Source: an optimization exercise on an open RTL-to-GDS flow (aim: small area, a short achievable clock period and few clock cycles). Production flows keep margins and buffers that such runs may drop.
No functional check of the RTL was part of this run.
Power figures rest on the tool's default switching activity, not on a simulated workload.

`design.v`:
```
module video_entropy_coder (
    input  wire        clk,
    input  wire        rst,
    input  wire        cmd_valid,
    output wire        cmd_ready,
    input  wire [31:0] cmd,
    input  wire        coef_valid,
    output wire        coef_ready,
    input  wire [15:0] coef,
    output reg         tok_valid,
    output reg  [2:0]  tok_kind,
    output reg  [20:0] tok_val,
    output reg  [5:0]  tok_run,
    output reg  [3:0]  tok_len,
    output reg         tok_tab,
    output reg         diag_valid
);
    localparam [2:0] K_DC_LUMA   = 3'd0;
    localparam [2:0] K_DC_CHROMA = 3'd1;
    localparam [2:0] K_AC        = 3'd2;
    localparam [2:0] K_AC_FIRST  = 3'd3;
    localparam [2:0] K_MCODE     = 3'd4;
    localparam [2:0] K_BITS      = 3'd5;
    localparam [383:0] SCAN_ZIGZAG =
        384'hffedefdbdf35ba77e6b74efacec95e5cf59d92bcb9e31aa371538718d51b8a9c2885a4cc1442d2660611283089408040;
    localparam [383:0] SCAN_ALT =
        384'hff7be7fb6ba67d73c7796f75b65f34b24755386345714ef3ae3eb2aa26d33042c349a869c79e30a20651282241610200;
    localparam [2:0] S_IDLE = 3'd0;
    localparam [2:0] S_LOAD = 3'd1;
    localparam [2:0] S_DC   = 3'd2;
    localparam [2:0] S_WALK = 3'd3;
    localparam [2:0] S_EOB  = 3'd4;
    localparam [2:0] S_MV   = 3'd5;
    localparam [2:0] S_MVB  = 3'd6;
    reg [2:0] state;
    reg signed [15:0] pred0, pred1, pred2;
    reg               alt, ivlc, quiet;
    reg               intra;       
    reg [1:0]         cc;
    reg               a_cur;       
    reg               v_cur;       
    reg [3:0]         fcode;
    reg [19:0]        dmv_raw;
    reg [15:0] blk [0:63];
    reg [5:0]  cnt;                
    reg [5:0]  pos;                
    reg [5:0]  run;
    reg        first;
    reg [13:0] mv_res;
    reg [3:0]  mv_rsize;
    assign cmd_ready  = (state == S_IDLE);
    assign coef_ready = (state == S_LOAD);
    wire [3:0] op = cmd[31:28];
    wire [5:0]  nat_zz  = SCAN_ZIGZAG[pos*6 +: 6];
    wire [5:0]  nat_alt = SCAN_ALT[pos*6 +: 6];
    wire [5:0]  nat     = a_cur ? nat_alt : nat_zz;
    wire [15:0] level   = blk[nat];
    wire        nonzero = (level != 16'd0);
    reg signed [15:0] pred_sel;
    always @(*) begin
        case (cc)
            2'd0:    pred_sel = pred0;
            2'd1:    pred_sel = pred1;
            default: pred_sel = pred2;
        endcase
    end
    wire signed [15:0] dc_val  = blk[0];
    wire signed [16:0] dc_diff = {dc_val[15], dc_val} - {pred_sel[15], pred_sel};
    wire [3:0]         r_size = fcode - 4'd1;
    wire signed [21:0] f      = 22'sd1 << r_size;
    wire signed [21:0] vmax   = (f <<< 4) - 22'sd1;
    wire signed [21:0] vmin   = -(f <<< 4);
    wire signed [21:0] dv     = f <<< 5;
    wire signed [21:0] dmv    = {{2{dmv_raw[19]}}, dmv_raw};
    wire signed [21:0] d      = (dmv > vmax) ? dmv - dv :
                                (dmv < vmin) ? dmv + dv : dmv;
    wire               mv_out_of_range = (d < vmin) || (d > vmax);
    wire [21:0]        abs_d  = d[21] ? -d : d;
    wire [21:0]        temp   = abs_d + f - 22'd1;
    wire [21:0]        mag    = temp >> r_size;
    wire [21:0]        resid  = temp & (f - 22'd1);
    wire [21:0]        mcode  = d[21] ? -mag : mag;
    wire               mv_zero = (d == 22'sd0);
    always @(posedge clk) begin
        if (rst) begin
            state      <= S_IDLE;
            pred0      <= 16'sd0;
            pred1      <= 16'sd0;
            pred2      <= 16'sd0;
            alt        <= 1'b0;
            ivlc       <= 1'b0;
            quiet      <= 1'b0;
            tok_valid  <= 1'b0;
            diag_valid <= 1'b0;
        end else begin
            tok_valid  <= 1'b0;
            diag_valid <= 1'b0;
            case (state)
                S_IDLE: begin
                    if (cmd_valid) begin
                        case (op)
                            4'h1: begin
                                intra <= 1'b1;
                                cc    <= cmd[27:26];
                                a_cur <= alt;
                                v_cur <= ivlc;
                                cnt   <= 6'd0;
                                state <= S_LOAD;
                            end
                            4'h2: begin
                                intra <= 1'b0;
                                a_cur <= alt;
                                v_cur <= 1'b0;
                                cnt   <= 6'd0;
                                state <= S_LOAD;
                            end
                            4'h3: begin
                                fcode   <= cmd[27:24];
                                dmv_raw <= cmd[19:0];
                                state   <= S_MV;
                            end
                            4'h4: begin
                                alt   <= cmd[0];
                                ivlc  <= cmd[1];
                                quiet <= cmd[2];
                            end
                            4'h5: begin
                                case (cmd[27:26])
                                    2'd0:    pred0 <= cmd[15:0];
                                    2'd1:    pred1 <= cmd[15:0];
                                    default: pred2 <= cmd[15:0];
                                endcase
                            end
                            default: ;
                        endcase
                    end
                end
                S_LOAD: begin
                    if (coef_valid) begin
                        blk[cnt] <= coef;
                        cnt      <= cnt + 6'd1;
                        if (cnt == 6'd63) begin
                            run   <= 6'd0;
                            first <= 1'b0;
                            if (intra) begin
                                state <= S_DC;
                            end else begin
                                pos   <= 6'd0;
                                state <= S_WALK;
                            end
                        end
                    end
                end
                S_DC: begin
                    tok_valid <= 1'b1;
                    tok_kind  <= (cc == 2'd0) ? K_DC_LUMA : K_DC_CHROMA;
                    tok_val   <= {{4{dc_diff[16]}}, dc_diff};
                    case (cc)
                        2'd0:    pred0 <= dc_val;
                        2'd1:    pred1 <= dc_val;
                        default: pred2 <= dc_val;
                    endcase
                    pos   <= 6'd1;
                    state <= S_WALK;
                end
                S_WALK: begin
                    if (nonzero) begin
                        tok_valid <= 1'b1;
                        tok_kind  <= (intra || first) ? K_AC : K_AC_FIRST;
                        tok_val   <= {{5{level[15]}}, level};
                        tok_run   <= run;
                        tok_tab   <= v_cur;
                        first     <= 1'b1;
                        run       <= 6'd0;
                    end else begin
                        run <= run + 6'd1;
                    end
                    pos <= pos + 6'd1;
                    if (pos == 6'd63)
                        state <= S_EOB;
                end
                S_EOB: begin
                    tok_valid <= 1'b1;
                    tok_kind  <= K_BITS;
                    if (v_cur) begin
                        tok_val <= 21'd6;
                        tok_len <= 4'd4;
                    end else begin
                        tok_val <= 21'd2;
                        tok_len <= 4'd2;
                    end
                    state <= S_IDLE;
                end
                S_MV: begin
                    tok_valid  <= 1'b1;
                    tok_kind   <= K_MCODE;
                    tok_val    <= mcode[20:0];
                    diag_valid <= mv_out_of_range && !quiet;
                    mv_res     <= resid[13:0];
                    mv_rsize   <= r_size;
                    if (r_size != 4'd0 && !mv_zero)
                        state <= S_MVB;
                    else
                        state <= S_IDLE;
                end
                S_MVB: begin
                    tok_valid <= 1'b1;
                    tok_kind  <= K_BITS;
                    tok_val   <= {7'd0, mv_res};
                    tok_len   <= mv_rsize;
                    state     <= S_IDLE;
                end
                default: state <= S_IDLE;
            endcase
        end
    end
endmodule
```
`run.sh`:
```
#!/bin/bash
# synth_recipe.tcl (not shown) runs the flow's synth.tcl, then flattens the netlist and writes it again
# the make line also repeats each setting of config.mk as NAME=value (left out here)
make -C /OpenROAD-flow-scripts/flow DESIGN_CONFIG=/design/flow/config.mk WORK_HOME=/design/flow/orfs CLKGATE_MAP_FILE= SYNTH_SCRIPT=/design/flow/synth_recipe.tcl finish
```
`config.mk`:
```
export PLATFORM = sky130hd
export DESIGN_NAME = video_entropy_coder
export DESIGN_NICKNAME = video_entropy_coder
export VERILOG_FILES = /design/flow/design.v
export SDC_FILE = /design/flow/constraint.sdc
export NUM_CORES = 4
export LEC_CHECK = 0
export CAP_MARGIN = 20
export CORE_MARGIN = 2
export CORE_UTILIZATION = 40
export PLACE_DENSITY = 0.6
export SLEW_MARGIN = 20
```
`constraint.sdc`:
```
create_clock -name core_clock -period 11.0 [get_ports {clk}]
set_input_delay 2.2000 -clock core_clock [delete_from_list [all_inputs] [get_ports {clk}]]
set_output_delay 2.2000 -clock core_clock [all_outputs]
set_load 0.01 [all_outputs]
```
==> impl_metrics.ini <==
[outcome]
outcome = finished clean

[route]
vias = 39200
wl_um = 155000
routedWlPerCell_um = 22.5
dr.first_iter.drc_count = 3663
drc = 0
first_pass_iters = 5
final_antenna_net_count = 0
vias_per_cell = 5.69

[final_layout]
fin_cells = 6890
drive_above_1_share_pct = 9.32
area_delta_synth_final_pct = 13.1
finalNetCount = 5125
finalInstanceArea_um2 = 64300

[global_routing]
grt_antenna_before_repair = 7
grt_pass1_vias = 37100
grt_max_degree = 157
grt_use_total_pct = 20.8
grt_pass1_wl_um = 232000
globalRouteOverflowTotal = 0

[synthesis]
synth.largest_area_cell = edfxtp_1
synth_top_area_share_pct = 59.4
ys_seq_elements = 1181
synth_compound_area_share_pct = 16.4
syn_area_per_cell_um2 = 11.8
synth_most_common_cell = edfxtp_1
synth_area_um2 = 56900
yosys.area_share.xor_xnor_pct = 1.48
ys_types = 99
ys.warnings.count = 1
synthFlopType = edfxtp_1
synthesis.nets = 5062
synth.area.mux_share_pct = 1.62
synth.top_cells.by_area = edfxtp_1, a211oi_1, nand2_1
ys_seq_area_share_pct = 61.4
synth_top_family_by_area = compound AO/OA/AOI/OAI gates
synthArstFlopShare_pct = 0
yosys.area_share.simple_pct = 12.0
synthCells = 4832
synth_edf_count = 1125
synthTopCellsByCount = edfxtp_1, nand2_1, a211oi_1, nor2_1, clkbuf_1
synth_fa_ha_area_share_pct = 3.99

[die]
core_area_um2 = 141000
ioPinCount = 91
dieArea_um2 = 145000
die_x_um = 381
start_util_pct = 40.2
die_h_um = 381
row_count = 138

[sta]
relSlewSlack_pct = 21.9
tightest_slew_ns = 1.16
setup_viol = 0
finClkSkew_ns = 0.0437
post-route-period-util_pct = 94.1
hold_viol = 0
timing.setup.tns_ns = 0
drv_slew = 0
max_freq_mhz = 96.6
period_minus_slack_ns = 10.36

[critical_path]
cp-start-kind = flip-flop
max_stage_delay_ns = 0.55
path_buf_inv = 8
crit_required_ns = 11.60
critical_path_peak_fanout = 10
cp-end-kind = flip-flop
critical_path.most_common_cell = ha_1
slowest_stage = mux4_2
cp_top_family = compound AO/OA/AOI/OAI gates
path_class = reg -> reg
arrival_ns = 10.96

[clock_network]
cts_tree = built
cts_buffers = 121
clk-insertion-delay-late_ns = 0.75
root_buffer = clkbuf_16
h-tree-depth = 3
cts_num_sinks = 1181
cts.clk_slew.worst_paths_ns = 0.06
cts_max_path_buffers = 3

[placed_design]
hpwlAfterDp_um = 95300
gp_congestion = 0.908
place_area_um2 = 60300
dp.cells = 6655
io_buffers = 86

[power_and_ir_drop]
p_leak_nw = 21.8
cellPowerDensity_nw_per_um2 = 154
vdd_drop_max_uv = 128
design_power_total_mw = 9.90

[hold_path]
hp-class = reg -> reg

[flow_run]
maxCapViolCount = 0
## flip-flops by register name, summed over array words and instances (netlist names), 2 cells and up
register and flops:
run 6, tok_val 21, cnt 6, tok_kind 3
pred0 16, state 3, blk 1024, mv_res 14
cc 2, tok_len 4, pos 6, pred1 16
tok_run 6, mv_rsize 4, fcode 4, pred2 16
dmv_raw 20
## cell families (layout without fill, tap and decap cells)
| family | Yosys count | after routing |
|---|---|---|
| fa+ha+maj | 179 | 179 |
| other cells | 0 | 1 |
| flops | 1181 | 1181 |
| compound gates | 1345 | 1345 |
| buf+inv | 471 | 638 |
| simple gates | 1478 | 1478 |
| xor+xnor | 95 | 95 |
| mux | 83 | 83 |
## stage by stage
stage | setup WS, ns | hold WS (ns) | utilization [%]
2_1_floorplan | 0.00533 | 0.406 | -
3_3_place_gp | 0.265 | 0.417 | 42.7
3_5_place_dp | 0.272 | 0.424 | 42.7
4_1_cts | 0.167 | 0.440 | 45.4
5_1_grt | -0.0323 | 0.454 | 45.5
6_report | 0.645 | 0.435 | 45.5
## layout make-up
cell class | count | area (um2)
Inverter | 144 | 541
Clock inverter | 85 | 756
Antenna cell | 1 | 2.50
Timing Repair Buffer | 267 | 2250
Fill cell | 12700 | 77100
Clock buffer | 142 | 3110
Sequential cell | 1181 | 34900
Multi-Input combinational cell | 3180 | 20400
Tap cell | 1890 | 2360
## worst register-to-register path: cells and delay by family (launching register included)
kind,cells,cell delay (ns)
AO/OA/AOI/OAI,13,3.27
XOR/XNOR,3,0.53
adder cells (fa/ha/maj),6,1.72
buffers and inverters,8,1.28
flip-flops,1,0.49
multiplexers,2,0.68
AND/OR/NAND/NOR,13,2.26
## per-layer routing
metal / part of all wire, % / wire length [um] / up-vias / track usage [%]
li1: - / - / 18400 / -
met1: 44 / 68900 / 19300 / 29.2
met2: 46 / 71900 / 1222 / 33.5
met3: 6.6 / 10200 / 232 / 3.43
met4: 2.6 / 4070 / 0 / 5.61
met5: 0 / 0 / - / 0
## what timing repair did
item / in CTS / in global routing
hold buffers: 0 / 0
resized for setup: 0 / 16
endpoints found under the setup margin: 0 / 16
endpoints found under the hold margin: 0 / 0
buffers inserted: 0 / 7
## cells in the final DEF, fill, tap and decap left out, types with 11 or more instances in the layout
| master | count |
|---|---|
| and2_1 | 258 |
| clkinv_2 | 26 |
| mux2i_1 | 58 |
| and3_1 | 17 |
| xnor2_1 | 58 |
| xor2_1 | 34 |
| nor2b_1 | 34 |
| nand3_1 | 45 |
| clkdlybuf4s50_1 | 69 |
| or2_2 | 12 |
| o22ai_1 | 11 |
| clkinv_1 | 31 |
| a31oi_1 | 150 |
| inv_1 | 139 |
| o21a_1 | 25 |
| edfxtp_1 | 1125 |
| nor3_1 | 32 |
| o21bai_1 | 12 |
| a21o_1 | 26 |
| buf_4 | 172 |
| nor2_1 | 304 |
| ha_1 | 173 |
| o21ai_0 | 107 |
| a311oi_1 | 138 |
| clkbuf_1 | 21 |
| nand4_1 | 18 |
| o31ai_1 | 11 |
| o211ai_1 | 27 |
| a211oi_1 | 418 |
| nand2b_1 | 23 |
| mux2_2 | 19 |
| a21oi_1 | 283 |
| clkbuf_16 | 121 |
| a221oi_1 | 14 |
| nand2_1 | 662 |
| dfxtp_1 | 56 |
| buf_2 | 17 |
## worst paths after layout
kind | depth (start not counted) | to | slack, ns | start
max | 45 | tok_val[20] | 0.64 | fcode[1]
min | 0 | a_cur | 0.44 | alt
max reg2reg | 45 | tok_val[20] | 0.64 | fcode[1]
min reg2reg | 0 | a_cur | 0.44 | alt
## report_power, final
group	total, mW	leakage (nW)	internal [mW]	switching [mW]
sequential	4.97	10.6	4.95	0.0185
clock	3.99	1.88	2.24	1.76
combinational	0.937	9.36	0.305	0.631

## afterwards: timing with drivers on the ports
No port has a modelled driver above. Below, the same layout with a new extraction and two added sets of constraints. Step 1 (the two cells are an assumption about what drives the block):
set clk [get_ports {clk}]
set_driving_cell -lib_cell sky130_fd_sc_hd__clkbuf_16 $clk
set_driving_cell -lib_cell sky130_fd_sc_hd__buf_2 [delete_from_list [all_inputs] $clk]
Step 2 moves the port delays by t, midway between the first and last clock arrival at a register: inputs arrive t later, outputs are due t later. That takes back most of the time a late clock gives input paths. Three values: ideal, step 1, step 2; two values: the first two.
shift t [ns]: 0.807
slack for setup (ns): 0.645 / 0.645 / 0.645
worst setup path at the end: register to register
After both steps setup and hold are still met in this run. For this run, drivers alone change the setup slack by 0.000 ns; drivers and shift together by 0.000 ns.
